Background: an optimization exercise with open tools, aiming at small area. Do not read the settings as production practice. At most, simulation tests tie the RTL to the original design; equivalence was not proved. The RTL of runs 6 and 7 was laid out without a check of its function. Power figures rest on the tool's default switching activity, not on a simulated workload.

==> flow/run.sh <==
#!/bin/bash
# synth_recipe.tcl (not shown) runs the flow's synth.tcl, then flattens the netlist and writes it again
# the make line also repeats each setting of config.mk as NAME=value (left out here)
make -C /OpenROAD-flow-scripts/flow DESIGN_CONFIG=/design/flow/config.mk WORK_HOME=/design/flow/orfs CLKGATE_MAP_FILE= SYNTH_SCRIPT=/design/flow/synth_recipe.tcl finish
==> flow/config.mk <==
export PLATFORM = sky130hd
export DESIGN_NAME = ltc_rel
export DESIGN_NICKNAME = ltc_rel
export VERILOG_FILES = /design/flow/design.v
export SDC_FILE = /design/flow/constraint.sdc
export NUM_CORES = 4
export LEC_CHECK = 0
export CAP_MARGIN = 20
export CORE_MARGIN = 2
export CORE_UTILIZATION = 40
export SLEW_MARGIN = 20
==> flow/constraint.sdc <==
create_clock -name core_clock -period 9.0 [get_ports {clk}]
set_input_delay 1.8000 -clock core_clock [delete_from_list [all_inputs] [get_ports {clk}]]
set_output_delay 1.8000 -clock core_clock [all_outputs]
set_load 0.01 [all_outputs]
==> flow/design.v <==
module ltc_sat_counter #(
    parameter W = 16
) (
    input  wire         clk,
    input  wire         rst,
    input  wire         inc,
    output reg  [W-1:0] count
);
    always @(posedge clk) begin
        if (rst)
            count <= {W{1'b0}};
        else if (inc && count != {W{1'b1}})
            count <= count + 1'b1;
    end
endmodule
module ltc_rel #(
    parameter integer ACK_TIMEOUT_TICKS = 50,
    parameter integer MAX_RETRIES       = 3
) (
    input  wire        clk,
    input  wire        rst,             
    input  wire        op_valid,
    output wire        op_ready,
    input  wire [2:0]  op_code,
    input  wire [3:0]  op_ch,
    input  wire [7:0]  op_seq,
    input  wire [1:0]  op_pri,
    input  wire        op_qfull,        
    output wire        res_valid,       
    output wire        res_accepted,
    output wire [7:0]  res_seq,
    output wire        ev_valid,
    output wire        ev_fail,         
    output wire [3:0]  ev_ch,
    output wire [7:0]  ev_seq,
    output wire [1:0]  ev_pri,
    output wire [11:0] st_timeouts,
    output wire [11:0] st_retries,
    output wire [4:0]  st_pending
);
    localparam integer DEPTH = 16;
    localparam [2:0] OP_SUBMIT = 3'd0;
    localparam [2:0] OP_ACK    = 3'd1;
    localparam [2:0] OP_NACK   = 3'd2;
    localparam [2:0] OP_TICK   = 3'd3;
    localparam [2:0] OP_SWEEP  = 3'd4;
    localparam [2:0] OP_FLUSH  = 3'd5;
    reg [3:0]  ph;                   
    reg        clr;                  
    reg        busy;
    reg [2:0]  opc;                  
    reg [1:0]  rnd;                  
    reg        d;                    
    reg [5:0]  now;                  
    reg [4:0]  lc;                   
    reg [4:0]  n;                    
    reg [3:0]  ch;                   
    reg [7:0]  sq;                   
    reg [1:0]  pri;
    reg        okr;                  
    reg        apd;                  
    reg [3:0]  r_ch [0:DEPTH-1];
    reg [7:0]  r_sq [0:DEPTH-1];
    reg [1:0]  r_pr [0:DEPTH-1];
    reg [5:0]  r_ts [0:DEPTH-1];
    reg [1:0]  r_rt [0:DEPTH-1];
    reg        r_v  [0:DEPTH-1];
    reg [7:0]  q [0:15];
    wire is_sub  = (opc == OP_SUBMIT);
    wire is_ack  = (opc == OP_ACK);
    wire is_nack = (opc == OP_NACK);
    wire is_swp  = (opc == OP_TICK) || (opc == OP_SWEEP);
    wire is_flu  = (opc == OP_FLUSH);
    wire ph15 = (ph == 4'd15);
    wire last = is_sub ? (rnd == 2'd2) : (rnd == 2'd1);
    assign op_ready = ph15 && (!busy || last);
    wire accept = op_valid && op_ready;
    wire pass = busy && (is_sub ? (rnd == 2'd1) : (rnd == 2'd0));
    wire [4:0] t = {1'b0, ph};
    wire r0_in = (t < lc);
    wire skip  = pass && !d && r0_in && !r_v[0];
    wire [4:0] lce = lc - {4'd0, skip};
    wire s_in  = (t < lce);
    wire sel1  = d || skip;
    wire [3:0] s_ch = sel1 ? r_ch[1] : r_ch[0];
    wire [7:0] s_sq = sel1 ? r_sq[1] : r_sq[0];
    wire [1:0] s_pr = sel1 ? r_pr[1] : r_pr[0];
    wire [5:0] s_ts = sel1 ? r_ts[1] : r_ts[0];
    wire [1:0] s_rt = sel1 ? r_rt[1] : r_rt[0];
    wire       s_v  = s_in && (sel1 ? r_v[1] : r_v[0]);
    wire [5:0] age  = now - s_ts;
    wire expd   = (age > ACK_TIMEOUT_TICKS);
    wire rt_max = (s_rt == MAX_RETRIES);
    wire key    = (s_ch == ch) && (s_sq == sq);
    wire hitk    = pass && s_v && key;
    wire act_swp = pass && is_swp && s_v && expd;
    wire retx    = ((is_nack && hitk) || act_swp) && !rt_max;
    wire del_ev  = ((is_nack && hitk) || act_swp) && rt_max || (pass && is_flu && s_v);
    wire del     = del_ev || (is_ack && hitk);
    wire dup     = is_sub && hitk;
    wire app     = pass && is_sub && okr && !apd && !s_in && (t == lce);
    wire [3:0] f_ch = app ? ch  : s_ch;
    wire [7:0] f_sq = app ? sq  : s_sq;
    wire [1:0] f_pr = app ? pri : s_pr;
    wire [5:0] f_ts = (app || retx) ? now : s_ts;
    wire [1:0] f_rt = app ? 2'd0 : (retx ? s_rt + 2'd1 : s_rt);
    wire       f_v  = app || (s_v && !del);
    integer i;
    always @(posedge clk) begin
        for (i = 0; i < DEPTH - 1; i = i + 1) begin
            r_ch[i] <= r_ch[i+1];
            r_sq[i] <= r_sq[i+1];
            r_pr[i] <= r_pr[i+1];
            r_ts[i] <= r_ts[i+1];
            r_rt[i] <= r_rt[i+1];
            r_v[i]  <= r_v[i+1];
        end
        r_ch[DEPTH-1] <= f_ch;
        r_sq[DEPTH-1] <= f_sq;
        r_pr[DEPTH-1] <= f_pr;
        r_ts[DEPTH-1] <= f_ts;
        r_rt[DEPTH-1] <= f_rt;
        r_v[DEPTH-1]  <= f_v;
    end
    wire at_ch   = (ph == ch);
    wire capture = busy && is_sub && (rnd == 2'd0) && at_ch;
    wire seq_inc = busy && is_sub && (rnd == 2'd2) && okr && at_ch;
    wire [7:0] g = clr ? 8'd0 : (seq_inc ? sq + 8'd1 : q[0]);
    always @(posedge clk) begin
        for (i = 0; i < 15; i = i + 1)
            q[i] <= q[i+1];
        q[15] <= g;
    end
    always @(posedge clk) begin
        if (rst) begin
            ph   <= 4'd0;
            clr  <= 1'b1;
            busy <= 1'b0;
            d    <= 1'b0;
            now  <= 6'd0;
            lc   <= 5'd0;
            n    <= 5'd0;
        end else begin
            ph <= ph + 4'd1;
            if (ph15) begin
                clr <= 1'b0;
                d   <= 1'b0;
                if (accept) begin
                    busy <= (op_code <= OP_FLUSH);
                    opc  <= op_code;
                    rnd  <= 2'd0;
                    if (op_code == OP_TICK)
                        now <= now + 6'd1;
                end else if (busy) begin
                    if (last)
                        busy <= 1'b0;
                    else
                        rnd <= rnd + 2'd1;
                end
            end else if (skip) begin
                d <= 1'b1;
            end
            if (pass)
                lc <= lce + {4'd0, app};
            n <= n + {4'd0, app} - {4'd0, del};
        end
    end
    always @(posedge clk) begin
        if (accept) begin
            ch  <= op_ch;
            sq  <= op_seq;
            pri <= op_pri;
            okr <= !op_qfull && (n != DEPTH);
            apd <= 1'b0;
        end else begin
            if (capture)
                sq <= q[0];
            if (dup)
                okr <= 1'b0;
            if (app)
                apd <= 1'b1;
        end
    end
    assign res_valid    = busy && is_sub && (rnd == 2'd2) && ph15;
    assign res_accepted = okr;
    assign res_seq      = sq;
    assign ev_valid = retx || del_ev;
    assign ev_fail  = !retx;
    assign ev_ch    = s_ch;
    assign ev_seq   = s_sq;
    assign ev_pri   = s_pr;
    assign st_pending = n;
    ltc_sat_counter #(.W(12)) u_timeouts (
        .clk(clk), .rst(rst), .inc(act_swp), .count(st_timeouts));
    ltc_sat_counter #(.W(12)) u_retries (
        .clk(clk), .rst(rst), .inc(retx), .count(st_retries));
endmodule
==> results.yml, run 1 <==
die:
  die_w_microns: 198
  top_level_ports: 77
  core_sq_um: 36800
  die_area_sq_um: 39100
  start_util_pct: 40.8
  die_h_microns: 198
  rows: 70
sta:
  fmaxAchievable_ghz: 0.122
  rsz0062_at_grt: "no"
  max_slew.worst_pin.slew_ns: 0.881
  fin_crit_ns: 8.23
  min_period_over_period_pct: 91.4
  finalMaxSlewViolations: 0
  finalSetupTns_ns: 0
  max_slew_margin_pct: 40.8
  setup_viol: 0
  hold_violations: 0
  clock-skew-final_ns: 0.0227
finish:
  design_area_sq_um: 18000
  layout-drive-gt1-share_pct: 10.4
  fin_nets: 1265
  final_util_pct: 48.9
  syn_to_final_growth_pct: 19.7
  ff_latch_area_sq_um: 11500
  antenna_cells: 0
  multi_input_area_sq_um: 3280
  nFillCells: 3231
  fin_cells: 1722
clock_tree:
  cts_sinks: 564
  clk_path_buf_depth: 3
  cts_hold_buf: 0
  numCtsBuffers: 51
  cts_resized: 0
  post_cts_buffers: 0
  cts_tree: "done"
  htreeDepth: 2
  cts-root-buf: "clkbuf_16"
  clkLatencyLatePin_ns: 0.56
  path_clk_slew_ns: 0.07
synth:
  async_reset_ff_share_pct: 0
  synth_seq_cells: 564
  yosysWarnings: 9
  avgSynthCellArea_sq_um: 13.6
  synth-simple-area-share_pct: 9.18
  synth_cell_type_count: 67
  syn-num-nets: 1156
  ys_seq_area_share_pct: 76.5
  synthCells: 1105
  muxShareOfSynthArea_pct: 3.22
  synthFlopType: "dfxtp_1"
  synth_xor_area_share_pct: 2.57
  synth-compound-area-share_pct: 4.19
  synth_edf_count: 20
  synth-adder-area-share_pct: 2.62
  netlist_area_sq_um: 15000
  synth_top_family_by_area: "simple AND/OR/NAND/NOR gates"
worst_setup_path:
  worstPathCellList: "nor3_4 > mux2_2 > nand2_1 > nor4_1 > ha_1 > ha_1 > xnor2_1 > ha_1 > a21oi_1 > o22ai_1 > o21ai_0 > o2111ai_1 > a211oi_1 > o311ai_0 > or4_4 > o31ai_1 > nand2b_1 > clkdlybuf4s50_1"
  endpoint_kind: "primary output"
  cpPeakStageDelay_ns: 0.58
  crit_fanout: 8
  crit_path_start_kind: "register"
  arrival_ns: 6.43
  crit_required_ns: 7.20
  slowest_stage: "o31ai_1"
  criticalPathCategory: "reg -> out"
  cp_top_family: "compound AO/OA/AOI/OAI gates"
  path_buf_inv: 1
  critPathMostFrequentCell: "ha_1"
global_routing:
  grt_pass1_wl_microns: 40000
  gr-total-overflow: 0
  antenna_found_initial: 0
  grt_max_degree: 71
  grt_pass1_vias: 7712
  grt_usage_pct: 13.0
run_status:
  status: "no timing/DRC/antenna violations"
detailed_routing:
  via_per_inst: 4.52
  wl_per_cell_microns: 14.4
  drt_iter0_markers: 245
  num_vias: 7776
  first_pass_iters: 4
  routed_wirelength_microns: 24800
  ant_nets: 0
  route.detailed.drc: 0
power:
  cellLeakagePower_nw: 7.23
  ir_drop_uv: 172
  p_per_area_nw_per_um2: 259
run:
  maxCapViolCount: 0
placed_design:
  placement.io_buffers: 76
  dpl-instance-area_sq_um: 16300
  place_inst: 1629
  gp_congestion: 0.816
  dp.final_hpwl_microns: 16000
hold_path:
  hp-class: "reg -> reg"
==> synthesized netlist by cell type (21+ instances only) <==
library cell / instances / area, sq um
dfxtp_1: 544 / 10900
nor2_1: 88 / 330
nand2_1: 56 / 210
inv_1: 38 / 143
ha_1: 29 / 363
mux2_2: 27 / 304
o21ai_0: 27 / 135
xnor2_1: 23 / 201
nor2b_1: 22 / 138
nand3_1: 21 / 105
xor2_1: 21 / 184
==> where the power goes <==
part           internal [mW]  switching (mW)  leakage, nW
combinational         0.0146          0.0148         1.83
clock                   1.22           0.894        0.833
sequential              2.51         0.00262         4.57
total                   3.74           0.911         7.23
==> sequential cells by signal, summed over array words and instances (netlist names), 2 cells and up <==
name,flops
ch,4
lc,5
n,5
now,6
opc,3
ph,4
pri,2
q,128
r_ch,64
r_pr,32
r_rt,32
r_sq,128
r_ts,96
r_v,16
rnd,2
sq,8
u_retries.count,12
u_timeouts.count,12
==> cell families after synthesis <==
group,after synthesis
AO/OA/AOI/OAI,90
XOR/XNOR,44
adder cells (fa/ha/maj),31
buffers and inverters,62
flip-flops,564
multiplexers,45
AND/OR/NAND/NOR,269
==> through the flow <==
stage | power (mW) | hold slack [ns] | worst slack, ns
4_1_cts | 4.72 | 0.316 | 0.737
2_1_floorplan | 2.58 | 0.310 | 2.87
5_1_grt | 4.81 | 0.326 | 0.353
6_report | 4.66 | 0.317 | 0.775
3_5_place_dp | 2.60 | 0.312 | 1.38
3_3_place_gp | 2.60 | 0.310 | 1.48
==> placed cells by master (no fill, tap or decap), types with 4 or more instances in the layout <==
master           count
o21ai_0             27
buf_4                4
nor2b_1             22
clkbuf_1            13
nor3_1               8
inv_1               38
or4_1               12
a21o_1               4
nand4_1             15
clkdlybuf4s50_1     75
xnor2_1             23
clkinv_2             6
mux2_2              27
nand3_1             21
ha_1                29
and2_1               4
xor2_1              21
a211oi_1            10
nand2b_1             5
or3_1                6
edfxtp_1            20
nor4_1               5
a21oi_1             20
nor2_1              88
clkbuf_8            10
nand2_1             56
dfxtp_1            544
mux2i_1             18
a31o_2               4
and3_1              10
clkbuf_16           54
==> final cells by class <==
class / instances / share of cell area (%)
inverters: 38 / 0.793
well taps: 468 / 3.26
repair buffers: 80 / 4.37
flip-flops and latches: 564 / 63.9
clock buffers: 77 / 8.55
clock inverters: 16 / 0.842
multi-input cells: 479 / 18.3
==> per-layer routing <==
layer	routed length, microns	vias up	part of all wire [%]	track usage (%)
met5	0	-	0	0
met4	586	0	2.4	4.43
met3	1230	47	5.0	3.12
met2	10600	149	43	20.1
met1	12400	3683	50	17.7
li1	-	3897	-	-
==> final timing paths <==
| kind | start | to | slack [ns] | depth (start not counted) |
|---|---|---|---|---|
| max | opc[2]$_DFFE_PP_ | ev_valid | 0.77 | 18 |
| min | r_v[2]$_DFF_P_ | r_v[1]$_DFF_P_ | 0.32 | 0 |
| max reg2reg | opc[2]$_DFFE_PP_ | n[4]$_SDFF_PP0_ | 2.13 | 27 |
| min reg2reg | r_v[2]$_DFF_P_ | r_v[1]$_DFF_P_ | 0.32 | 0 |
==> run 2: changes to the inputs <==
--- a/flow/design.v
+++ b/flow/design.v
@@ -46,4 +46,5 @@
     localparam [2:0] OP_SWEEP  = 3'd4;
     localparam [2:0] OP_FLUSH  = 3'd5;
+    localparam [5:0] HOLE = 6'h3f;
     reg [3:0]  ph;                   
     reg        clr;                  
@@ -52,6 +53,4 @@
     reg [1:0]  rnd;                  
     reg        d;                    
-    reg [5:0]  now;                  
-    reg [4:0]  lc;                   
     reg [4:0]  n;                    
     reg [3:0]  ch;                   
@@ -59,15 +58,14 @@
     reg [1:0]  pri;
     reg        okr;                  
-    reg        apd;                  
     reg [3:0]  r_ch [0:DEPTH-1];
     reg [7:0]  r_sq [0:DEPTH-1];
     reg [1:0]  r_pr [0:DEPTH-1];
-    reg [5:0]  r_ts [0:DEPTH-1];
+    reg [5:0]  r_ag [0:DEPTH-1];
     reg [1:0]  r_rt [0:DEPTH-1];
-    reg        r_v  [0:DEPTH-1];
     reg [7:0]  q [0:15];
     wire is_sub  = (opc == OP_SUBMIT);
     wire is_ack  = (opc == OP_ACK);
     wire is_nack = (opc == OP_NACK);
+    wire is_tick = (opc == OP_TICK);
     wire is_swp  = (opc == OP_TICK) || (opc == OP_SWEEP);
     wire is_flu  = (opc == OP_FLUSH);
@@ -77,20 +75,18 @@
     wire accept = op_valid && op_ready;
     wire pass = busy && (is_sub ? (rnd == 2'd1) : (rnd == 2'd0));
-    wire [4:0] t = {1'b0, ph};
-    wire r0_in = (t < lc);
-    wire skip  = pass && !d && r0_in && !r_v[0];
-    wire [4:0] lce = lc - {4'd0, skip};
-    wire s_in  = (t < lce);
+    wire v0    = (r_ag[0][5:3] != 3'b111);
+    wire v1    = (r_ag[1][5:3] != 3'b111);
+    wire skip  = pass && !d && !v0;
     wire sel1  = d || skip;
     wire [3:0] s_ch = sel1 ? r_ch[1] : r_ch[0];
     wire [7:0] s_sq = sel1 ? r_sq[1] : r_sq[0];
     wire [1:0] s_pr = sel1 ? r_pr[1] : r_pr[0];
-    wire [5:0] s_ts = sel1 ? r_ts[1] : r_ts[0];
+    wire [5:0] s_ag = sel1 ? r_ag[1] : r_ag[0];
     wire [1:0] s_rt = sel1 ? r_rt[1] : r_rt[0];
-    wire       s_v  = s_in && (sel1 ? r_v[1] : r_v[0]);
-    wire [5:0] age  = now - s_ts;
-    wire expd   = (age > ACK_TIMEOUT_TICKS);
-    wire rt_max = (s_rt == MAX_RETRIES);
-    wire key    = (s_ch == ch) && (s_sq == sq);
+    wire       s_v  = sel1 ? (v1 && !ph15) : v0;
+    wire [5:0] age1   = s_ag + {5'd0, pass && is_tick};
+    wire       expd   = (age1 > ACK_TIMEOUT_TICKS);
+    wire       rt_max = (s_rt == MAX_RETRIES);
+    wire       key    = (s_ch == ch) && (s_sq == sq);
     wire hitk    = pass && s_v && key;
     wire act_swp = pass && is_swp && s_v && expd;
@@ -99,11 +95,11 @@
     wire del     = del_ev || (is_ack && hitk);
     wire dup     = is_sub && hitk;
-    wire app     = pass && is_sub && okr && !apd && !s_in && (t == lce);
+    wire app     = pass && is_sub && okr && ph15 && !s_v;
+    wire       keep = s_v && !del && !clr;
     wire [3:0] f_ch = app ? ch  : s_ch;
     wire [7:0] f_sq = app ? sq  : s_sq;
     wire [1:0] f_pr = app ? pri : s_pr;
-    wire [5:0] f_ts = (app || retx) ? now : s_ts;
+    wire [5:0] f_ag = (app || retx) ? 6'd0 : (keep ? age1 : HOLE);
     wire [1:0] f_rt = app ? 2'd0 : (retx ? s_rt + 2'd1 : s_rt);
-    wire       f_v  = app || (s_v && !del);
     integer i;
     always @(posedge clk) begin
@@ -112,14 +108,12 @@
             r_sq[i] <= r_sq[i+1];
             r_pr[i] <= r_pr[i+1];
-            r_ts[i] <= r_ts[i+1];
+            r_ag[i] <= r_ag[i+1];
             r_rt[i] <= r_rt[i+1];
-            r_v[i]  <= r_v[i+1];
         end
         r_ch[DEPTH-1] <= f_ch;
         r_sq[DEPTH-1] <= f_sq;
         r_pr[DEPTH-1] <= f_pr;
-        r_ts[DEPTH-1] <= f_ts;
+        r_ag[DEPTH-1] <= f_ag;
         r_rt[DEPTH-1] <= f_rt;
-        r_v[DEPTH-1]  <= f_v;
     end
     wire at_ch   = (ph == ch);
@@ -138,6 +132,4 @@
             busy <= 1'b0;
             d    <= 1'b0;
-            now  <= 6'd0;
-            lc   <= 5'd0;
             n    <= 5'd0;
         end else begin
@@ -150,6 +142,4 @@
                     opc  <= op_code;
                     rnd  <= 2'd0;
-                    if (op_code == OP_TICK)
-                        now <= now + 6'd1;
                 end else if (busy) begin
                     if (last)
@@ -161,6 +151,4 @@
                 d <= 1'b1;
             end
-            if (pass)
-                lc <= lce + {4'd0, app};
             n <= n + {4'd0, app} - {4'd0, del};
         end
@@ -172,5 +160,4 @@
             pri <= op_pri;
             okr <= !op_qfull && (n != DEPTH);
-            apd <= 1'b0;
         end else begin
             if (capture)
@@ -178,6 +165,4 @@
             if (dup)
                 okr <= 1'b0;
-            if (app)
-                apd <= 1'b1;
         end
     end
--- a/flow/config.mk
+++ b/flow/config.mk
@@ -6,6 +6,8 @@
 export NUM_CORES = 4
 export LEC_CHECK = 0
+export ABC_AREA = 1
 export CAP_MARGIN = 20
 export CORE_MARGIN = 2
 export CORE_UTILIZATION = 40
+export CTS_BUF_LIST = sky130_fd_sc_hd__clkbuf_4
 export SLEW_MARGIN = 20
==> run 2 against run 1 <==
Net effect: still clean on timing, DRC and antenna; core utilization grew 0.43 points; worst setup slack improved by 1.7 ns; maximum frequency is 27% higher; clock skew rose by 0.022 ns; largest cell class unchanged; largest power group unchanged.
==> results.yml, run 2 <==
synth:
  yosys.area.top_type: "dfxtp_1"
  synth_cell_type_count: 41
  netlist_area_sq_um: 14100
  synthCells: 1173
  synthFlopType: "dfxtp_1"
  synth.top_cell.area_share_pct: 73.5
  yosysMostFrequentCell: "dfxtp_1"
  yosysWarnings: 8
  avgSynthCellArea_sq_um: 12.0
  synth_seq_cells: 536
  synth_edf_count: 20
  syn-num-nets: 1211
  async_reset_ff_share_pct: 0
  yosys-top-cells-count: "dfxtp_1, nand2_1, inv_1"
  ys_seq_area_share_pct: 77.7
  synth_area_leaders: "dfxtp_1, nand2_1, edfxtp_1"
placed_design:
  placement.io_buffers: 76
  gp_congestion: 0.872
  dpl-instance-area_sq_um: 15300
  place_inst: 1685
  dp.final_hpwl_microns: 15800
worst_setup_path:
  crit_required_ns: 7.20
  endpoint_kind: "primary output"
  crit_path_start_kind: "register"
  crit_fanout: 33
  criticalPathCategory: "reg -> out"
  arrival_ns: 4.69
sta:
  finalSetupTns_ns: 0
  min_period_over_period_pct: 72.1
  max_slew_margin_pct: 32.7
  hold_violations: 0
  setup_viol: 0
  holdWs_ns: 0.290
  rsz0062_at_grt: "no"
  max_slew.worst_pin.slew_ns: 1.01
  fin_crit_ns: 6.49
  fmaxAchievable_ghz: 0.154
  clock-skew-final_ns: 0.0444
  finalMaxSlewViolations: 0
global_routing:
  grt_usage_pct: 13.9
  grt_pass1_vias: 8142
  grt_max_degree: 34
  gr-total-overflow: 0
  antenna_found_initial: 1
  grt_pass1_wl_microns: 39300
clock_tree:
  cts-root-buf: "clkbuf_4"
  cts_hold_buf: 0
  cts_resized: 0
  htreeDepth: 4
  post_cts_buffers: 0
  numCtsBuffers: 131
  cts_tree: "done"
  path_clk_slew_ns: 0.07
  clkLatencyLatePin_ns: 0.77
  clk_path_buf_depth: 3
  cts_sinks: 536
finish:
  fin_cells: 1913
  layout_common_cells: "dfxtp_1, nand2_1, clkbuf_4"
  layout-drive-gt1-share_pct: 15.6
  syn_to_final_growth_pct: 21.1
  design_area_sq_um: 17000
  layout.cells.most_common: "dfxtp_1"
  fin_nets: 1401
  largestRegisters: "q x128, r_sq x128, r_ag x96"
detailed_routing:
  wl_met2_microns: 10500
  wl_met1_microns: 12200
  wl_met3_microns: 1070
  route.detailed.drc: 0
  num_vias: 8196
  routed_wirelength_microns: 24400
  ant_nets: 0
  first_pass_iters: 5
  wl_per_cell_microns: 12.7
  top_layer_used: "met4"
  drt_iter0_markers: 380
  via_per_inst: 4.28
power:
  p_comb_share_pct: 0.4
  pwr-share-seq_pct: 54.1
  p_sw_share_pct: 20.1
  p_per_area_nw_per_um2: 259
  cellLeakagePower_nw: 7.11
  p_int_mw: 3.52
  p_sw_uw: 888
  totalPowerFinal_mw: 4.41
  clkPwrFrac_pct: 45.5
  ir_drop_uv: 114
run:
  maxCapViolCount: 0
die:
  die_h_microns: 192
  core_sq_um: 34500
  rows: 68
  top_level_ports: 77
  die_w_microns: 192
  die_area_sq_um: 36700
  start_util_pct: 40.7
run_status:
  status: "no timing/DRC/antenna violations"
hold_path:
  hp-class: "reg -> reg"
run 2: changes by cell type after synthesis, moves of 27 or more:
cell     previous run  this run
nor2_1             88        55
nand2_1            56       190
nand3_1            21        69
dfxtp_1           544       516
mux2_2             27         0
inv_1              38       107
run 2: path summary, 6_finish.rpt:
check,startpoint,cells past startpoint,to,slack [ns]
setup reg to reg,rnd[1]$_SDFFCE_PP0P_,28,n[4]$_SDFF_PP0_,3.81
setup / recovery,rnd[1]$_SDFFCE_PP0P_,19,ev_valid,2.51
hold reg to reg,r_ag[13][1]$_DFF_P_,0,r_ag[12][1]$_DFF_P_,0.29
hold / removal,r_ag[13][1]$_DFF_P_,0,r_ag[12][1]$_DFF_P_,0.29
run 2: worst max-delay path: stages, from the launching register on:
cell and delay, ns:
edfxtp_1 0.40, inv_1 0.10, ha_1 0.15, inv_1 0.05
nand3_1 0.14, nand4_4 0.34, nand2_4 0.43, inv_1 0.19
nand2_1 0.10, nand2_1 0.06, ha_1 0.20, ha_1 0.23
nand3_1 0.11, nand2_1 0.08, nor2_1 0.11, nand3_1 0.14
nand3_2 0.14, nand2_4 0.13, or2_2 0.31, clkdlybuf4s50_1 0.47
run 2: logic make-up after synthesis:
logic type | Yosys count | share of synthesized area [%]
buffers and inverters | 130 | 3.76
flip-flops | 536 | 77.7
AND/OR/NAND/NOR | 377 | 12.0
adder cells (fa/ha/maj) | 17 | 1.57
AO/OA/AOI/OAI | 86 | 3.30
XOR/XNOR | 27 | 1.68
run 2: stage by stage:
stage	utilization, %	setup WS (ns)
after floorplan	-	4.63
after global placement	44.3	3.51
after detailed placement	44.3	3.32
after CTS	49.3	2.42
after global routing	49.3	2.13
final	49.3	2.51
run 2: metal layers:
| metal | global-route usage (%) | vias to the layer above |
|---|---|---|
| met4 | 7.40 | 0 |
| met2 | 19.8 | 185 |
| met5 | 0 | - |
| li1 | - | 4201 |
| met1 | 18.5 | 3762 |
| met3 | 4.88 | 48 |
run 2: power by group through the flow:
stage / Clock [mW] / Combinational (mW) / Sequential (mW)
global placement: 0 / 0.0188 / 2.44
finish: 2.01 / 0.0188 / 2.39
CTS: 2.09 / 0.0189 / 2.39
detailed placement: 0 / 0.0186 / 2.44
global route: 2.22 / 0.0202 / 2.39
floorplan: 0 / 0.00569 / 2.44
run 2: cell type report:
type | instances | area (sq um)
clock buffers | 186 | 1400
repair buffers | 78 | 776
well taps | 455 | 569
clock inverters | 41 | 338
fillers | 3146 | 17500
inverters | 109 | 409
multi-input cells | 507 | 2610
flip-flops and latches | 536 | 10900
diodes | 1 | 2.50
==> run 3: changes to the inputs <==
--- a/flow/config.mk
+++ b/flow/config.mk
@@ -6,8 +6,8 @@
 export NUM_CORES = 4
 export LEC_CHECK = 0
-export ABC_AREA = 1
 export CAP_MARGIN = 20
 export CORE_MARGIN = 2
 export CORE_UTILIZATION = 40
-export CTS_BUF_LIST = sky130_fd_sc_hd__clkbuf_4
+export CTS_CLUSTER_DIAMETER = 60
+export CTS_CLUSTER_SIZE = 25
 export SLEW_MARGIN = 20
==> run 3 against run 2 <==
Net effect: core utilization fell by 1.7 points; non-clock buffer count rose by 2; still clean on timing, DRC and antenna; first-iteration DRC count fell by 16%; wire length fell by 11%; die area fell by 2.7%; maximum frequency rose by 1.9%; clock power fell by 25%; cell area fell by 6.1%; global-route usage fell by 1.7 points; hold slack improved by 0.027 ns.
==> results.yml, run 3 <==
synth:
  avgSynthCellArea_sq_um: 14.7
  synth_area_leaders: "dfxtp_1, edfxtp_1, mux2_2"
  netlist_area_sq_um: 13700
  yosys.area.top_type: "dfxtp_1"
  yosysWarnings: 8
  async_reset_ff_share_pct: 0
  synth_cell_type_count: 61
  yosysMostFrequentCell: "dfxtp_1"
  synth_seq_cells: 536
  yosys-top-cells-count: "dfxtp_1, nor2_1, mux2_2"
  synth.top_cell.area_share_pct: 75.5
  synthFlopType: "dfxtp_1"
  ys_seq_area_share_pct: 79.9
  synthCells: 930
  syn-num-nets: 968
  synth_edf_count: 20
power:
  p_sw_uw: 805
  clkPwrFrac_pct: 38.4
  totalPowerFinal_mw: 3.91
  pwr-share-seq_pct: 61.1
  ir_drop_uv: 153
  p_per_area_nw_per_um2: 245
  p_sw_share_pct: 20.6
  p_int_mw: 3.11
  cellLeakagePower_nw: 6.20
  p_comb_share_pct: 0.5
hold_path:
  hold-path-cell-count: 0
  hp-class: "reg -> reg"
  min_from: "r_ag[6][4]$_DFF_P_"
  hold_end: "r_ag[5][4]$_DFF_P_"
sta:
  holdWs_ns: 0.317
  fin_crit_ns: 6.37
  setup_slack_ns: 2.63
  finalMaxSlewViolations: 0
  min_period_over_period_pct: 70.8
  fmaxAchievable_ghz: 0.157
  max_slew.worst_pin.slew_ns: 0.737
  setup_viol: 0
  rsz0062_at_grt: "no"
  clock-skew-final_ns: 0.0201
  hold_violations: 0
  finalSetupTns_ns: 0
  max_slew_margin_pct: 50.5
worst_setup_path:
  endpoint_kind: "primary output"
  r2r_start: "opc[0]$_DFFE_PP_"
  rr_worst_depth: 22
  cpPeakStageDelay_ns: 0.52
  crit_required_ns: 7.20
  crit_path_start_kind: "register"
  criticalPathCategory: "reg -> out"
  crit_fanout: 21
  r2r-end: "n[4]$_SDFF_PP0_"
  slowest_stage: "clkdlybuf4s50_1"
  cp_top_family: "compound AO/OA/AOI/OAI gates"
  arrival_ns: 4.57
  path_buf_inv: 2
  worstPathCellList: "o31a_1 > o211a_2 > nor2_2 > buf_4 > mux2_2 > ha_1 > a2111oi_0 > a41o_1 > nor3_4 > or3_1 > clkdlybuf4s50_1"
  rrSetupSlack_ns: 3.86
detailed_routing:
  route.detailed.drc: 0
  routed_wirelength_microns: 21700
  first_pass_iters: 4
  drt_iter0_markers: 320
  num_vias: 6632
  via_per_inst: 4.44
  wl_per_cell_microns: 14.5
  ant_nets: 0
clock_tree:
  cts_hold_buf: 0
  cts-root-buf: "clkbuf_16"
  cts_sinks: 536
  cts_resized: 0
  numCtsBuffers: 31
  post_cts_buffers: 0
  clkLatencyLatePin_ns: 0.58
  cts_tree: "done"
  path_clk_slew_ns: 0.09
  clk_path_buf_depth: 3
  htreeDepth: 1
die:
  die_w_microns: 189
  start_util_pct: 40.7
  rows: 67
  top_level_ports: 77
  die_area_sq_um: 35700
  core_sq_um: 33600
  die_h_microns: 189
finish:
  layout_common_cells: "dfxtp_1, clkdlybuf4s50_1, nor2_1"
  fin_nets: 1061
  layout.cells.most_common: "dfxtp_1"
  syn_to_final_growth_pct: 16.9
  largestRegisters: "q x128, r_sq x128, r_ag x96"
  nFillCells: 2906
  layout-drive-gt1-share_pct: 10.2
global_routing:
  grt_pass1_vias: 6402
  antenna_found_initial: 1
  grt_max_degree: 39
  grt_pass1_wl_microns: 34400
  gr-total-overflow: 0
  grt_usage_pct: 12.2
run_status:
  status: "no timing/DRC/antenna violations"
run:
  maxCapViolCount: 0
placed_design:
  gp_congestion: 0.839
  dp.final_hpwl_microns: 14600
  placement.io_buffers: 76
  pre_cts_ws_ns: 3.31
[run 3: worst max-delay path by stage]
stage | to | slack, ns | from | cells past startpoint
global placement | ev_valid | 3.36 | opc[2]$_DFFE_PP_ | 11
CTS | ev_valid | 2.66 | opc[2]$_DFFE_PP_ | 11
finish | ev_valid | 2.63 | opc[0]$_DFFE_PP_ | 11
global route | ev_fail | 2.44 | opc[0]$_DFFE_PP_ | 11
detailed placement | ev_valid | 3.31 | opc[0]$_DFFE_PP_ | 11
floorplan | ev_valid | 3.67 | opc[2]$_DFFE_PP_ | 11
[run 3: cell type report]
type | count | area, sq um | share of cell area [%]
Clock buffer | 36 | 805 | 5.03
Sequential cell | 536 | 10900 | 68.4
Timing Repair Buffer | 80 | 791 | 4.95
Tap cell | 448 | 561 | 3.51
Multi-Input combinational cell | 350 | 2580 | 16.2
Inverter | 24 | 90.1 | 0.564
Clock inverter | 18 | 225 | 1.41
Antenna cell | 1 | 2.50 | 0.0157
[run 3: routing by layer]
| metal | GRT usage [%] | share of wire, % |
|---|---|---|
| met1 | 16.8 | 48 |
| met2 | 18.4 | 43 |
| met3 | 3.39 | 6.3 |
| met4 | 4.12 | 2.8 |
| met5 | 0 | 0 |
[run 3: logic make-up (layout without fill, tap and decap cells)]
family                   Yosys count  in the layout  share of synthesized area [%]
other                              0              1                              0
multiplexers                      46             46                           3.73
AO/OA/AOI/OAI                     85             85                           4.33
buffers and inverters             44            158                           1.25
flip-flops                       536            536                           79.9
adder cells (fa/ha/maj)           17             17                           1.61
AND/OR/NAND/NOR                  152            152                           5.89
XOR/XNOR                          50             50                           3.26
[run 3: stage by stage]
stage	util, %	cells	instance area [sq um]
after floorplan	-	930	13700
after global placement	44.5	1438	14900
after detailed placement	44.5	1438	14900
after CTS	47.5	1492	16000
after global routing	47.5	1492	16000
final	47.6	1493	16000
[run 3: power by group through the flow]
stage	registers [mW]	clock network (mW)	logic, mW
5_1_grt	2.39	1.65	0.0215
4_1_cts	2.39	1.55	0.0202
6_report	2.39	1.50	0.0197
2_1_floorplan	2.44	0	0.00690
3_3_place_gp	2.44	0	0.0200
3_5_place_dp	2.44	0	0.0200
==> run 4: changes to the inputs <==
--- a/flow/config.mk
+++ b/flow/config.mk
@@ -9,5 +9,3 @@
 export CORE_MARGIN = 2
 export CORE_UTILIZATION = 40
-export CTS_CLUSTER_DIAMETER = 60
-export CTS_CLUSTER_SIZE = 25
 export SLEW_MARGIN = 20
==> run 4 against run 3 <==
Net effect: still clean on timing, DRC and antenna; cell count up 2.5%; power grew 17%; via count up 1.9%; non-clock buffer count unchanged; critical path depth is the same; global-route usage up 0.39 points; hold slack lost 0.0035 ns; count of clock-buffer cells in the layout is 35 higher; sequential power about the same; clock skew down 0.0063 ns; critical endpoint unchanged; largest power group unchanged; highest routed layer unchanged.
==> results.yml, run 4 <==
clock_tree:
  clk_path_buf_depth: 3
  post_cts_buffers: 0
  cts-root-buf: "clkbuf_16"
  cts_sinks: 536
  htreeDepth: 2
  cts_hold_buf: 0
  cts_tree: "done"
  clkLatencyLatePin_ns: 0.54
  path_clk_slew_ns: 0.06
  numCtsBuffers: 51
  cts_resized: 0
global_routing:
  antenna_found_initial: 1
  grt_pass1_vias: 6665
  grt_pass1_wl_microns: 35200
  grt_most_used_layer: "met2"
  gr-usage-met2_pct: 19.0
  grt_usage_pct: 12.6
  gr-total-overflow: 0
  met3_usage_pct: 4.10
  grt_max_degree: 39
  grtUsageMet1_pct: 16.8
synth:
  synth_xor_area_share_pct: 3.26
  avgSynthCellArea_sq_um: 14.7
  synth_area_leaders: "dfxtp_1, edfxtp_1, mux2_2"
  ys_seq_area_share_pct: 79.9
  muxShareOfSynthArea_pct: 3.73
  synthFlopType: "dfxtp_1"
  synth-simple-area-share_pct: 5.89
  async_reset_ff_share_pct: 0
  synth_top_family_by_area: "simple AND/OR/NAND/NOR gates"
  netlist_area_sq_um: 13700
  yosys.area.top_type: "dfxtp_1"
  yosys-top-cells-count: "dfxtp_1, nor2_1, mux2_2"
  synth_edf_count: 20
  yosysWarnings: 8
  syn-num-nets: 968
  synth_seq_cells: 536
  synthCells: 930
  synth.top_cell.area_share_pct: 75.5
  synth-adder-area-share_pct: 1.61
  synth_cell_type_count: 61
  synth-compound-area-share_pct: 4.33
  yosysMostFrequentCell: "dfxtp_1"
sta:
  finalSetupTns_ns: 0
  hold_violations: 0
  max_slew_margin_pct: 50.5
  rsz0062_at_grt: "no"
  finalMaxSlewViolations: 0
  clock-skew-final_ns: 0.0137
  fin_crit_ns: 6.34
  holdWs_ns: 0.313
  setup_viol: 0
  max_slew.worst_pin.slew_ns: 0.738
  min_period_over_period_pct: 70.4
  fmaxAchievable_ghz: 0.158
detailed_routing:
  num_vias: 6757
  ant_nets: 0
  route.detailed.drc: 0
  wl_per_cell_microns: 14.4
  routed_wirelength_microns: 22100
  drt_iter0_markers: 311
  first_pass_iters: 4
  via_per_inst: 4.41
placed_design:
  place_inst: 1438
  gp_congestion: 0.839
  dp.final_hpwl_microns: 14600
  placement.io_buffers: 76
  dpl-instance-area_sq_um: 14900
die:
  die_area_sq_um: 35700
  core_sq_um: 33600
  die_w_microns: 189
  start_util_pct: 40.7
  top_level_ports: 77
  die_h_microns: 189
  rows: 67
worst_setup_path:
  endpoint_kind: "primary output"
  arrival_ns: 4.54
  criticalPathCategory: "reg -> out"
  crit_fanout: 21
  crit_path_start_kind: "register"
  crit_required_ns: 7.20
power:
  p_per_area_nw_per_um2: 274
  cellLeakagePower_nw: 6.57
  ir_drop_uv: 147
finish:
  layout_common_cells: "dfxtp_1, clkdlybuf4s50_1, clkbuf_16"
  nFillCells: 2825
  fin_nets: 1081
  design_area_sq_um: 16700
  layout-drive-gt1-share_pct: 13.0
  largestRegisters: "q x128, r_sq x128, r_ag x96"
  fin_cells: 1531
  layout.cells.most_common: "dfxtp_1"
  syn_to_final_growth_pct: 22.4
run:
  maxCapViolCount: 0
run_status:
  status: "no timing/DRC/antenna violations"
hold_path:
  hp-class: "reg -> reg"
==> run 4: cell types whose count changed in the layout (fill, tap and decap cells not counted), sizes merged <==
cell and delta:
clkbuf +35, inv -7, bufinv +4, clkinv +4
clkinvlp +2
==> run 4: cell type report <==
class | count | area (sq um) | area share, %
well taps | 448 | 561 | 3.35
clock inverters | 21 | 272 | 1.62
flip-flops and latches | 536 | 10900 | 65.3
repair buffers | 80 | 791 | 4.72
clock buffers | 71 | 1520 | 9.05
diodes | 1 | 2.50 | 0.0149
inverters | 24 | 90.1 | 0.538
multi-input cells | 350 | 2580 | 15.4
==> run 4: logic make-up (layout without fill, tap and decap cells) <==
logic type / Yosys count / after routing
AO/OA/AOI/OAI: 85 / 85
XOR/XNOR: 50 / 50
multiplexers: 46 / 46
AND/OR/NAND/NOR: 152 / 152
buffers and inverters: 44 / 196
other: 0 / 1
adder cells (fa/ha/maj): 17 / 17
flip-flops: 536 / 536
==> run 4: report_power, final <==
group | internal (mW) | leakage [nW] | switching (mW) | total, mW
Clock | 1.33 | 0.873 | 0.854 | 2.18
Sequential | 2.39 | 4.35 | 0.00238 | 2.39
Combinational | 0.0116 | 1.35 | 0.00802 | 0.0196
==> run 4: final timing paths <==
| check | to | start | slack [ns] | cells after the start |
|---|---|---|---|---|
| max | ev_valid | opc[0]$_DFFE_PP_ | 2.66 | 11 |
| min reg2reg | q[0][6]$_DFF_P_ | q[1][6]$_DFF_P_ | 0.31 | 0 |
| max reg2reg | n[4]$_SDFF_PP0_ | opc[0]$_DFFE_PP_ | 3.85 | 22 |
| min | q[0][6]$_DFF_P_ | q[1][6]$_DFF_P_ | 0.31 | 0 |
==> run 4: routing by layer <==
layer  wire length, microns  vias to the layer above
met2                   9540                      137
met4                    565                        0
met5                      0                        -
li1                       -                     3365
met3                   1390                       34
met1                  10600                     3221
==> run 4: stage by stage <==
step           setup WS (ns)  util (%)  power [mW]
6_report                2.66      49.8        4.59
5_1_grt                 2.47      49.8        4.75
4_1_cts                 2.70      49.8        4.65
3_5_place_dp            3.31      44.5        2.46
3_3_place_gp            3.36      44.5        2.46
2_1_floorplan           3.67         -        2.45
==> run 4: worst max-delay path, stage by stage (launching register included) <==
cell and delay, ns:
edfxtp_1 0.48, o31a_1 0.38, o211a_2 0.28, nor2_2 0.11
buf_4 0.31, mux2_2 0.38, ha_1 0.32, a2111oi_0 0.47
a41o_1 0.26, nor3_4 0.10, or3_1 0.39, clkdlybuf4s50_1 0.52
==> run 5: changes to the inputs <==
--- a/flow/config.mk
+++ b/flow/config.mk
@@ -9,3 +9,6 @@
 export CORE_MARGIN = 2
 export CORE_UTILIZATION = 40
+export CTS_BUF_LIST = sky130_fd_sc_hd__clkbuf_8
+export CTS_CLUSTER_DIAMETER = 50
+export CTS_CLUSTER_SIZE = 20
 export SLEW_MARGIN = 20
==> run 5 against run 4 <==
Net effect: highest routed layer unchanged; critical endpoint unchanged; wire length decreased by 0.95%; synthesized cell count unchanged; largest power group unchanged; die area is the same; cell count down 1.4%; core utilization shrank 2.6 points; area after synthesis stayed put; non-clock buffer count stayed put.
==> results.yml, run 5 <==
run_status:
  status: "no timing/DRC/antenna violations"
placed_design:
  dpl-instance-area_sq_um: 14900
  place_inst: 1438
  pre_cts_ws_ns: 3.31
  dp.final_hpwl_microns: 14600
  gp_congestion: 0.839
  placement.io_buffers: 76
detailed_routing:
  num_vias: 6707
  ant_nets: 0
  wl_met2_microns: 9460
  via_per_inst: 4.44
  top_layer_used: "met4"
  wl_met1_microns: 10500
  first_pass_iters: 4
  wl_per_cell_microns: 14.5
  route.detailed.drc: 0
  wl_met3_microns: 1500
  routed_wirelength_microns: 21900
  drt_iter0_markers: 261
sta:
  hold_violations: 0
  fmaxAchievable_ghz: 0.157
  setup_viol: 0
  setup_slack_ns: 2.62
  clock-skew-final_ns: 0.0273
  holdWs_ns: 0.311
  max_slew.worst_pin.slew_ns: 0.728
  min_period_over_period_pct: 70.9
  max_slew_margin_pct: 51.1
  finalMaxSlewViolations: 0
  finalSetupTns_ns: 0
  fin_crit_ns: 6.38
  rsz0062_at_grt: "no"
die:
  die_area_sq_um: 35700
  start_util_pct: 40.7
  top_level_ports: 77
  die_w_microns: 189
  die_h_microns: 189
  core_sq_um: 33600
  rows: 67
finish:
  design_area_sq_um: 15900
  layout-drive-gt1-share_pct: 11.6
  final_util_pct: 47.3
  layout_common_cells: "dfxtp_1, clkdlybuf4s50_1, nor2_1"
  antenna_cells: 0
  syn_to_final_growth_pct: 16.2
  nFillCells: 2899
  fin_nets: 1071
  layout.cells.most_common: "dfxtp_1"
  largestRegisters: "q x128, r_sq x128, r_ag x96"
  fin_cells: 1510
global_routing:
  grt_pass1_wl_microns: 34700
  grt_usage_pct: 12.4
  grt_max_degree: 39
  gr-total-overflow: 0
  grt_pass1_vias: 6503
  antenna_found_initial: 0
worst_setup_path:
  criticalPathCategory: "reg -> out"
  arrival_ns: 4.58
  crit_required_ns: 7.20
  rrSetupSlack_ns: 3.84
  crit_fanout: 21
  crit_path_start_kind: "register"
  cp_top_family: "compound AO/OA/AOI/OAI gates"
  slowest_stage: "clkdlybuf4s50_1"
  cpPeakStageDelay_ns: 0.52
  endpoint_kind: "primary output"
  path_buf_inv: 2
  worstPathCellList: "o31a_1 > o211a_2 > nor2_2 > buf_4 > mux2_2 > ha_1 > a2111oi_0 > a41o_1 > nor3_4 > or3_1 > clkdlybuf4s50_1"
synth:
  synth_seq_cells: 536
  synthCells: 930
  yosys-top-cells-count: "dfxtp_1, nor2_1, mux2_2"
  synthFlopType: "dfxtp_1"
  yosys.area.top_type: "dfxtp_1"
  yosysMostFrequentCell: "dfxtp_1"
  netlist_area_sq_um: 13700
  ys_seq_area_share_pct: 79.9
  synth_cell_type_count: 61
  async_reset_ff_share_pct: 0
  synth_edf_count: 20
  synth_area_leaders: "dfxtp_1, edfxtp_1, mux2_2"
  avgSynthCellArea_sq_um: 14.7
  syn-num-nets: 968
  yosysWarnings: 8
  synth.top_cell.area_share_pct: 75.5
clock_tree:
  numCtsBuffers: 41
  cts-root-buf: "clkbuf_8"
  clk_path_buf_depth: 3
  post_cts_buffers: 0
  clkLatencyLatePin_ns: 0.58
  path_clk_slew_ns: 0.11
  cts_tree: "done"
  cts_hold_buf: 0
  htreeDepth: 2
  cts_resized: 0
  cts_sinks: 536
hold_path:
  hp-class: "reg -> reg"
run:
  maxCapViolCount: 0
power:
  totalPowerFinal_mw: 3.80
  cellLeakagePower_nw: 6.18
  p_per_area_nw_per_um2: 239
  ir_drop_uv: 90.4
## run 5: cell counts after synthesis
No cell type changed its count.
## run 5: path summary, 6_finish.rpt
| kind | startpoint | end | cells after the start |
|---|---|---|---|
| max | opc[0]$_DFFE_PP_ | ev_valid | 11 |
| max reg2reg | opc[0]$_DFFE_PP_ | n[4]$_SDFF_PP0_ | 22 |
| min | r_sq[2][3]$_DFF_P_ | r_sq[1][3]$_DFF_P_ | 0 |
| min reg2reg | r_sq[2][3]$_DFF_P_ | r_sq[1][3]$_DFF_P_ | 0 |
## run 5: cells by family (layout without fill, tap and decap cells)
| kind of cell | count (synthesis) | after routing | synth area share (%) |
|---|---|---|---|
| AOI/OAI and AO/OA | 85 | 85 | 4.33 |
| xor gates and xnor gates | 50 | 50 | 3.26 |
| adders and majority gates | 17 | 17 | 1.61 |
| buffers and inverters | 44 | 176 | 1.25 |
| DFF | 536 | 536 | 79.9 |
| muxes | 46 | 46 | 3.73 |
| and+or+nand+nor | 152 | 152 | 5.89 |
## run 5: routing by layer
layer	up-vias	GRT usage, %
met5	-	0
met4	0	4.09
met3	36	3.99
met2	137	18.8
met1	3205	16.7
li1	3329	-
## run 5: worst reg2reg max path, stage by stage (launching register included)
cell       delay [ns]
edfxtp_1         0.50
o31a_1           0.38
o211a_2          0.28
nor2_2           0.11
buf_4            0.31
mux2_2           0.38
ha_1             0.32
a2111oi_0        0.47
a41o_1           0.26
nor3_4           0.10
o21ai_0          0.16
and2_1           0.28
inv_1            0.08
ha_1             0.27
inv_1            0.04
ha_1             0.18
inv_1            0.07
fa_1             0.19
inv_1            0.05
a21oi_1          0.13
nor2_1           0.06
or3_1            0.34
a21oi_1          0.14
## run 5: area by class of cell
| class | instances | area, sq um | share of cell area, % |
|---|---|---|---|
| Timing Repair Buffer | 80 | 791 | 4.98 |
| Clock buffer | 44 | 606 | 3.81 |
| Inverter | 24 | 90.1 | 0.567 |
| Sequential cell | 536 | 10900 | 68.8 |
| Multi-Input combinational cell | 350 | 2580 | 16.3 |
| Clock inverter | 28 | 325 | 2.05 |
| Tap cell | 448 | 561 | 3.53 |
## run 5: report_power, final
group | switching, mW | internal [mW]
clock network | 0.802 | 0.588
registers | 0.00244 | 2.39
logic | 0.00815 | 0.0116
==> run 6: changes to the inputs <==
--- a/flow/design.v
+++ b/flow/design.v
@@ -46,5 +46,7 @@
     localparam [2:0] OP_SWEEP  = 3'd4;
     localparam [2:0] OP_FLUSH  = 3'd5;
-    localparam [5:0] HOLE = 6'h3f;
+    localparam [5:0] HOLE  = 6'd0;
+    localparam [5:0] AGE0  = 6'b000001;
+    localparam [5:0] AGE50 = 6'b110101;     
     reg [3:0]  ph;                   
     reg        clr;                  
@@ -68,5 +70,4 @@
     wire is_nack = (opc == OP_NACK);
     wire is_tick = (opc == OP_TICK);
-    wire is_swp  = (opc == OP_TICK) || (opc == OP_SWEEP);
     wire is_flu  = (opc == OP_FLUSH);
     wire ph15 = (ph == 4'd15);
@@ -75,6 +76,6 @@
     wire accept = op_valid && op_ready;
     wire pass = busy && (is_sub ? (rnd == 2'd1) : (rnd == 2'd0));
-    wire v0    = (r_ag[0][5:3] != 3'b111);
-    wire v1    = (r_ag[1][5:3] != 3'b111);
+    wire v0    = (r_ag[0] != HOLE);
+    wire v1    = (r_ag[1] != HOLE);
     wire skip  = pass && !d && !v0;
     wire sel1  = d || skip;
@@ -85,10 +86,11 @@
     wire [1:0] s_rt = sel1 ? r_rt[1] : r_rt[0];
     wire       s_v  = sel1 ? (v1 && !ph15) : v0;
-    wire [5:0] age1   = s_ag + {5'd0, pass && is_tick};
-    wire       expd   = (age1 > ACK_TIMEOUT_TICKS);
+    wire [5:0] age_nx = {s_ag[4:0], s_ag[5] ^ s_ag[4]};
+    wire [5:0] age1   = (pass && is_tick) ? age_nx : s_ag;
+    wire       expd   = (s_ag == AGE50);
     wire       rt_max = (s_rt == MAX_RETRIES);
     wire       key    = (s_ch == ch) && (s_sq == sq);
     wire hitk    = pass && s_v && key;
-    wire act_swp = pass && is_swp && s_v && expd;
+    wire act_swp = pass && is_tick && s_v && expd;
     wire retx    = ((is_nack && hitk) || act_swp) && !rt_max;
     wire del_ev  = ((is_nack && hitk) || act_swp) && rt_max || (pass && is_flu && s_v);
@@ -100,5 +102,5 @@
     wire [7:0] f_sq = app ? sq  : s_sq;
     wire [1:0] f_pr = app ? pri : s_pr;
-    wire [5:0] f_ag = (app || retx) ? 6'd0 : (keep ? age1 : HOLE);
+    wire [5:0] f_ag = (app || retx) ? AGE0 : (keep ? age1 : HOLE);
     wire [1:0] f_rt = app ? 2'd0 : (retx ? s_rt + 2'd1 : s_rt);
     integer i;
@@ -139,5 +141,5 @@
                 d   <= 1'b0;
                 if (accept) begin
-                    busy <= (op_code <= OP_FLUSH);
+                    busy <= (op_code <= OP_FLUSH) && (op_code != OP_SWEEP);
                     opc  <= op_code;
                     rnd  <= 2'd0;
--- a/flow/config.mk
+++ b/flow/config.mk
@@ -9,6 +9,5 @@
 export CORE_MARGIN = 2
 export CORE_UTILIZATION = 40
-export CTS_BUF_LIST = sky130_fd_sc_hd__clkbuf_8
-export CTS_CLUSTER_DIAMETER = 50
-export CTS_CLUSTER_SIZE = 20
+export CTS_CLUSTER_DIAMETER = 60
+export CTS_CLUSTER_SIZE = 30
 export SLEW_MARGIN = 20
==> run 6 against run 5 <==
Net effect: critical path type unchanged; still clean; first-iteration DRC count down 8.4%; largest cell class unchanged; critical path depth up 1; largest power group unchanged; count of clock-buffer cells in the layout down 11; maximum frequency up 7.5%.
==> results.yml, run 6 <==
run_status:
  status: "no timing/DRC/antenna violations"
global_routing:
  antenna_found_initial: 1
  grt_max_degree: 43
  grt_usage_pct: 12.1
  grt_pass1_wl_microns: 34300
  grtUsageMet1_pct: 16.7
  met3_usage_pct: 2.37
  grt_pass1_vias: 6283
  grt_most_used_layer: "met2"
  gr-usage-met2_pct: 19.2
  gr-total-overflow: 0
worst_setup_path:
  endpoint_kind: "primary output"
  criticalPathCategory: "reg -> out"
  worstPathCellList: "nor3_4 > mux2i_4 > a21oi_2 > buf_4 > mux2_2 > ha_1 > inv_1 > or2_2 > nor4_2 > a41o_1 > nand2b_1 > clkdlybuf4s50_1"
  cpPeakStageDelay_ns: 0.51
  crit_required_ns: 7.20
  cp_top_family: "simple AND/OR/NAND/NOR gates"
  path_buf_inv: 3
  arrival_ns: 4.13
  crit_path_start_kind: "register"
  crit_fanout: 24
  slowest_stage: "clkdlybuf4s50_1"
synth:
  synth_edf_count: 20
  syn-num-nets: 960
  yosysMostFrequentCell: "dfxtp_1"
  synth.top_cell.area_share_pct: 75.3
  synthFlopType: "dfxtp_1"
  synthCells: 923
  synth_area_leaders: "dfxtp_1, edfxtp_1, mux2_2"
  synth_seq_cells: 536
  yosys.area.top_type: "dfxtp_1"
  async_reset_ff_share_pct: 0
  netlist_area_sq_um: 13700
  yosysWarnings: 8
  synth_cell_type_count: 62
  avgSynthCellArea_sq_um: 14.9
  yosys-top-cells-count: "dfxtp_1, mux2_2, nor2_1"
  ys_seq_area_share_pct: 79.7
sta:
  setup_slack_ns: 3.07
  finalMaxSlewViolations: 0
  fin_crit_ns: 5.93
  fmaxAchievable_ghz: 0.169
  hold_violations: 0
  setup_viol: 0
  max_slew_margin_pct: 39.8
  rsz0062_at_grt: "no"
  min_period_over_period_pct: 65.9
  finalSetupTns_ns: 0
  max_slew.worst_pin.slew_ns: 0.903
  clock-skew-final_ns: 0.0212
placed_design:
  gp_congestion: 0.787
  dp.final_hpwl_microns: 14500
  pre_cts_ws_ns: 3.64
  placement.io_buffers: 76
clock_tree:
  cts_resized: 0
  path_clk_slew_ns: 0.11
  cts_hold_buf: 0
  cts-root-buf: "clkbuf_16"
  clk_path_buf_depth: 3
  cts_tree: "done"
  post_cts_buffers: 0
  htreeDepth: 1
  cts_sinks: 536
  clkLatencyLatePin_ns: 0.57
  numCtsBuffers: 29
detailed_routing:
  num_vias: 6473
  routed_wirelength_microns: 21700
  via_per_inst: 4.37
  drt_iter0_markers: 239
  wl_per_cell_microns: 14.6
  first_pass_iters: 4
  route.detailed.drc: 0
  ant_nets: 0
finish:
  layout_common_cells: "dfxtp_1, clkdlybuf4s50_1, mux2_2"
  nFillCells: 2923
  layout-drive-gt1-share_pct: 10.9
  fin_nets: 1049
  layout.cells.most_common: "dfxtp_1"
  final_util_pct: 47.7
  syn_to_final_growth_pct: 16.8
  largestRegisters: "q x128, r_sq x128, r_ag x96"
die:
  rows: 67
  start_util_pct: 40.8
  die_w_microns: 189
  die_h_microns: 189
  top_level_ports: 77
  core_sq_um: 33600
  die_area_sq_um: 35800
run:
  maxCapViolCount: 0
hold_path:
  hp-class: "reg -> reg"
power:
  totalPowerFinal_mw: 3.92
  ir_drop_uv: 211
  p_per_area_nw_per_um2: 245
  cellLeakagePower_nw: 6.17
[run 6: area by class of cell]
cell class / count / area (sq um) / share of cell area [%]
flip-flops and latches: 536 / 10900 / 68.2
multi-input cells: 340 / 2600 / 16.2
clock buffers: 33 / 762 / 4.76
clock inverters: 19 / 275 / 1.72
well taps: 448 / 561 / 3.50
diodes: 1 / 2.50 / 0.0156
inverters: 25 / 93.8 / 0.586
repair buffers: 80 / 798 / 4.98
[run 6: routing by layer]
metal	share of wire [%]	vias up
met5	0	-
met4	2.8	0
met3	3.4	43
met2	46	77
met1	48	3092
li1	-	3261
[run 6: report_power, final]
group	total (mW)	internal, mW	switching (mW)	leakage [nW]
Sequential	2.39	2.38	0.00177	4.32
Combinational	0.0181	0.0106	0.00754	1.35
Clock	1.52	0.716	0.801	0.500
Total	3.92	3.11	0.811	6.17
[run 6: worst paths after layout]
path                      start                 end  slack, ns  depth (start not counted)
min          r_ag[8][3]$_DFF_P_  r_ag[7][3]$_DFF_P_       0.32                          0
min reg2reg  r_ag[8][3]$_DFF_P_  r_ag[7][3]$_DFF_P_       0.32                          0
max            opc[2]$_DFFE_PP_             ev_fail       3.07                         12
max reg2reg    opc[2]$_DFFE_PP_     n[4]$_SDFF_PP0_       4.42                         22
[run 6: cell families after synthesis]
logic type / count (synthesis) / share of synthesized area (%)
buffers and inverters: 47 / 1.41
AND/OR/NAND/NOR: 154 / 6.30
AO/OA/AOI/OAI: 67 / 3.39
multiplexers: 59 / 4.90
adder cells (fa/ha/maj): 16 / 1.51
flip-flops: 536 / 79.7
XOR/XNOR: 44 / 2.81
[run 6: worst register-to-register path, cell delays in order (launching register included)]
cell and delay (ns):
edfxtp_1 0.49, nor3_4 0.35, mux2i_4 0.40, a21oi_2 0.09, buf_4 0.26, mux2_2 0.28, ha_1 0.13, inv_1 0.03
or2_2 0.31, nor4_2 0.35, a41o_1 0.27, a22oi_1 0.09, nand2b_1 0.10, ha_1 0.23, inv_1 0.06, ha_1 0.15
inv_1 0.05, fa_1 0.39, inv_1 0.07, a21oi_1 0.06, nor2_1 0.12, or3_1 0.12, a21oi_1 0.05
[run 6: metrics by stage]
step | hold WS [ns] | cells | instance area (sq um)
5_1_grt | 0.317 | 1482 | 16000
6_report | 0.319 | 1482 | 16000
3_5_place_dp | 0.312 | 1429 | 15000
3_3_place_gp | 0.310 | 1428 | 15000
2_1_floorplan | 0.310 | 923 | 13700
4_1_cts | 0.320 | 1481 | 16000
==> run 7: changes to the inputs <==
--- a/flow/config.mk
+++ b/flow/config.mk
@@ -9,5 +9,5 @@
 export CORE_MARGIN = 2
 export CORE_UTILIZATION = 40
-export CTS_CLUSTER_DIAMETER = 60
-export CTS_CLUSTER_SIZE = 30
+export CTS_CLUSTER_DIAMETER = 45
+export CTS_CLUSTER_SIZE = 35
 export SLEW_MARGIN = 20
==> run 7 against run 6 <==
Net effect: register-to-register slack hardly changed; via count is 1.2% higher; clock power is 28% higher; cell count is 1.5% higher; wire length is 1.2% higher; die area stayed put; global-route usage is 0.27 points higher; sequential power hardly changed; core utilization is 1.5 points higher; critical path type unchanged; critical endpoint unchanged; largest cell class unchanged.
==> results.yml, run 7 <==
clock_tree:
  cts_sinks: 536
  cts-root-buf: "clkbuf_16"
  numCtsBuffers: 40
  clk_path_buf_depth: 3
  cts_resized: 0
  cts_hold_buf: 0
  htreeDepth: 2
  path_clk_slew_ns: 0.09
  cts_tree: "done"
  post_cts_buffers: 0
  clkLatencyLatePin_ns: 0.55
finish:
  layout-drive-gt1-share_pct: 12.9
  largestRegisters: "q x128, r_sq x128, r_ag x96"
  layout_common_cells: "dfxtp_1, clkdlybuf4s50_1, mux2_2"
  syn_to_final_growth_pct: 20.5
  final_util_pct: 49.2
  design_area_sq_um: 16500
  layout.cells.most_common: "dfxtp_1"
  fin_nets: 1060
sta:
  fin_crit_ns: 5.91
  setup_viol: 0
  hold_violations: 0
  min_period_over_period_pct: 65.7
  max_slew.worst_pin.slew_ns: 0.894
  finalSetupTns_ns: 0
  fmaxAchievable_ghz: 0.169
  max_slew_margin_pct: 40.4
  rsz0062_at_grt: "no"
  finalMaxSlewViolations: 0
  clock-skew-final_ns: 0.0199
power:
  p_sw_share_pct: 22.7
  cellLeakagePower_nw: 6.40
  p_sw_uw: 986
  p_comb_share_pct: 0.4
  totalPowerFinal_mw: 4.35
  clkPwrFrac_pct: 44.7
  ir_drop_uv: 172
  pwr-share-seq_pct: 54.9
  p_int_mw: 3.36
  p_per_area_nw_per_um2: 263
die:
  rows: 67
  start_util_pct: 40.8
  die_h_microns: 189
  die_w_microns: 189
  core_sq_um: 33600
  top_level_ports: 77
  die_area_sq_um: 35800
synth:
  yosys-top-cells-count: "dfxtp_1, mux2_2, nor2_1"
  synthCells: 923
  yosysMostFrequentCell: "dfxtp_1"
  ys_seq_area_share_pct: 79.7
  synthFlopType: "dfxtp_1"
  yosysWarnings: 8
  synth.top_cell.area_share_pct: 75.3
  synth_cell_type_count: 62
  async_reset_ff_share_pct: 0
  yosys.area.top_type: "dfxtp_1"
  synth_area_leaders: "dfxtp_1, edfxtp_1, mux2_2"
  netlist_area_sq_um: 13700
  synth_edf_count: 20
  syn-num-nets: 960
  avgSynthCellArea_sq_um: 14.9
  synth_seq_cells: 536
worst_setup_path:
  arrival_ns: 4.11
  criticalPathCategory: "reg -> out"
  r2r_start: "opc[2]$_DFFE_PP_"
  r2r-end: "n[4]$_SDFF_PP0_"
  crit_path_start_kind: "register"
  rr_worst_depth: 22
  crit_fanout: 24
  endpoint_kind: "primary output"
  rrSetupSlack_ns: 4.41
  crit_required_ns: 7.20
placed_design:
  gp_congestion: 0.787
  dpl-instance-area_sq_um: 15000
  placement.io_buffers: 76
  dp.final_hpwl_microns: 14500
global_routing:
  antenna_found_initial: 1
  grt_pass1_vias: 6432
  grt_max_degree: 43
  gr-total-overflow: 0
  grt_pass1_wl_microns: 34900
  grt_usage_pct: 12.4
hold_path:
  hold_end: "q[4][4]$_DFF_P_"
  hp-class: "reg -> reg"
  hold-path-cell-count: 0
  min_from: "q[5][4]$_DFF_P_"
detailed_routing:
  drt_iter0_markers: 224
  first_pass_iters: 5
  via_per_inst: 4.35
  wl_per_cell_microns: 14.6
  route.detailed.drc: 0
  routed_wirelength_microns: 22000
  num_vias: 6549
  ant_nets: 0
run:
  maxCapViolCount: 0
run_status:
  status: "no timing/DRC/antenna violations"
## run 7: cell counts after synthesis
Identical to the previous run, type by type.
## run 7: cells by family (layout without fill, tap and decap cells)
kind of cell               Yosys count  after routing  share of synthesized area, %
DFF                                536            536                          79.7
and+or+nand+nor                    154            154                          6.30
muxes                               59             59                          4.90
adders and majority gates           16             16                          1.51
other                                0              1                             0
AOI/OAI and AO/OA                   67             67                          3.39
buffers and inverters               47            179                          1.41
xor gates and xnor gates            44             44                          2.81
## run 7: power groups by stage
| stage | logic, mW | clock network [mW] | registers (mW) |
|---|---|---|---|
| floorplan | 0.00588 | 0 | 2.44 |
| global placement | 0.0180 | 0 | 2.44 |
| detailed placement | 0.0181 | 0 | 2.44 |
| CTS | 0.0183 | 1.99 | 2.39 |
| global route | 0.0201 | 2.09 | 2.39 |
| finish | 0.0182 | 1.94 | 2.39 |
## run 7: how the worst max path moves through the flow
| stage | start | endpoint |
|---|---|---|
| after floorplan | opc[2]$_DFFE_PP_ | ev_valid |
| after global placement | opc[2]$_DFFE_PP_ | ev_fail |
| after detailed placement | opc[2]$_DFFE_PP_ | ev_fail |
| after CTS | opc[2]$_DFFE_PP_ | ev_fail |
| after global routing | opc[2]$_DFFE_PP_ | ev_fail |
| final | opc[2]$_DFFE_PP_ | ev_fail |
## run 7: area by class of cell
type | instances | area [sq um]
Antenna cell | 1 | 2.50
Clock buffer | 43 | 1030
Clock inverter | 31 | 515
Fill cell | 2892 | 17100
Inverter | 25 | 93.8
Multi-Input combinational cell | 340 | 2600
Sequential cell | 536 | 10900
Tap cell | 448 | 561
Timing Repair Buffer | 80 | 798
## run 7: per-layer routing
layer / share of wire (%) / wire length (microns) / GRT usage, % / vias to the layer above
li1: - / - / - / 3300
met1: 48 / 10600 / 16.7 / 3120
met2: 46 / 10000 / 19.2 / 85
met3: 4.0 / 871 / 3.11 / 44
met4: 2.3 / 498 / 4.63 / 0
met5: 0 / 0 / 0 / -
## run 7: stage by stage
step	hold slack [ns]	instances	setup WS, ns
after floorplan	0.310	923	4.14
after global placement	0.310	1428	3.74
after detailed placement	0.312	1429	3.64
after CTS	0.317	1503	3.05
after global routing	0.315	1504	2.81
final	0.319	1504	3.09
## run 7: worst max-delay path, cell delays in order (launching register included)
cell,delay (ns)
edfxtp_1,0.48
nor3_4,0.35
mux2i_4,0.40
a21oi_2,0.09
buf_4,0.25
mux2_2,0.28
ha_1,0.13
inv_1,0.03
or2_2,0.31
nor4_2,0.35
a41o_1,0.27
nand2b_1,0.10
clkdlybuf4s50_1,0.51

-- what the ideal ports hide --
How much do the figures lean on ideal ports? The routed layouts below were timed once more, with nothing changed but the port constraints. Step 1 (the two cells are an assumption about what drives the block):
set clk [get_ports {clk}]
set_driving_cell -lib_cell sky130_fd_sc_hd__clkbuf_16 $clk
set_driving_cell -lib_cell sky130_fd_sc_hd__buf_2 [delete_from_list [all_inputs] $clk]
Step 2, shift: input delay + t, output delay - t, t = (earliest + latest rising clock arrival at the registers) / 2. This alone moves slack from input paths to output paths. Slacks: ideal ports / drivers / drivers and shift; pairs: ideal ports / drivers.
run	t (ns)	setup WS [ns]	clock arrival spread, ns
run 1	0.598	0.775 / 0.728 / 1.326	0.024 / 0.024
run 2	0.789	2.511 / 2.469 / 3.258	0.049 / 0.048
run 3	0.613	2.632 / 2.585 / 3.197	0.021 / 0.021
run 4	0.585	2.663 / 2.615 / 3.200	0.015 / 0.015
run 5	0.603	2.619 / 2.577 / 3.180	0.029 / 0.029
run 6	0.605	3.066 / 3.018 / 3.624	0.021 / 0.021
run 7	0.587	3.090 / 3.041 / 3.627	0.023 / 0.023
After both steps setup and hold are still met in every run listed.
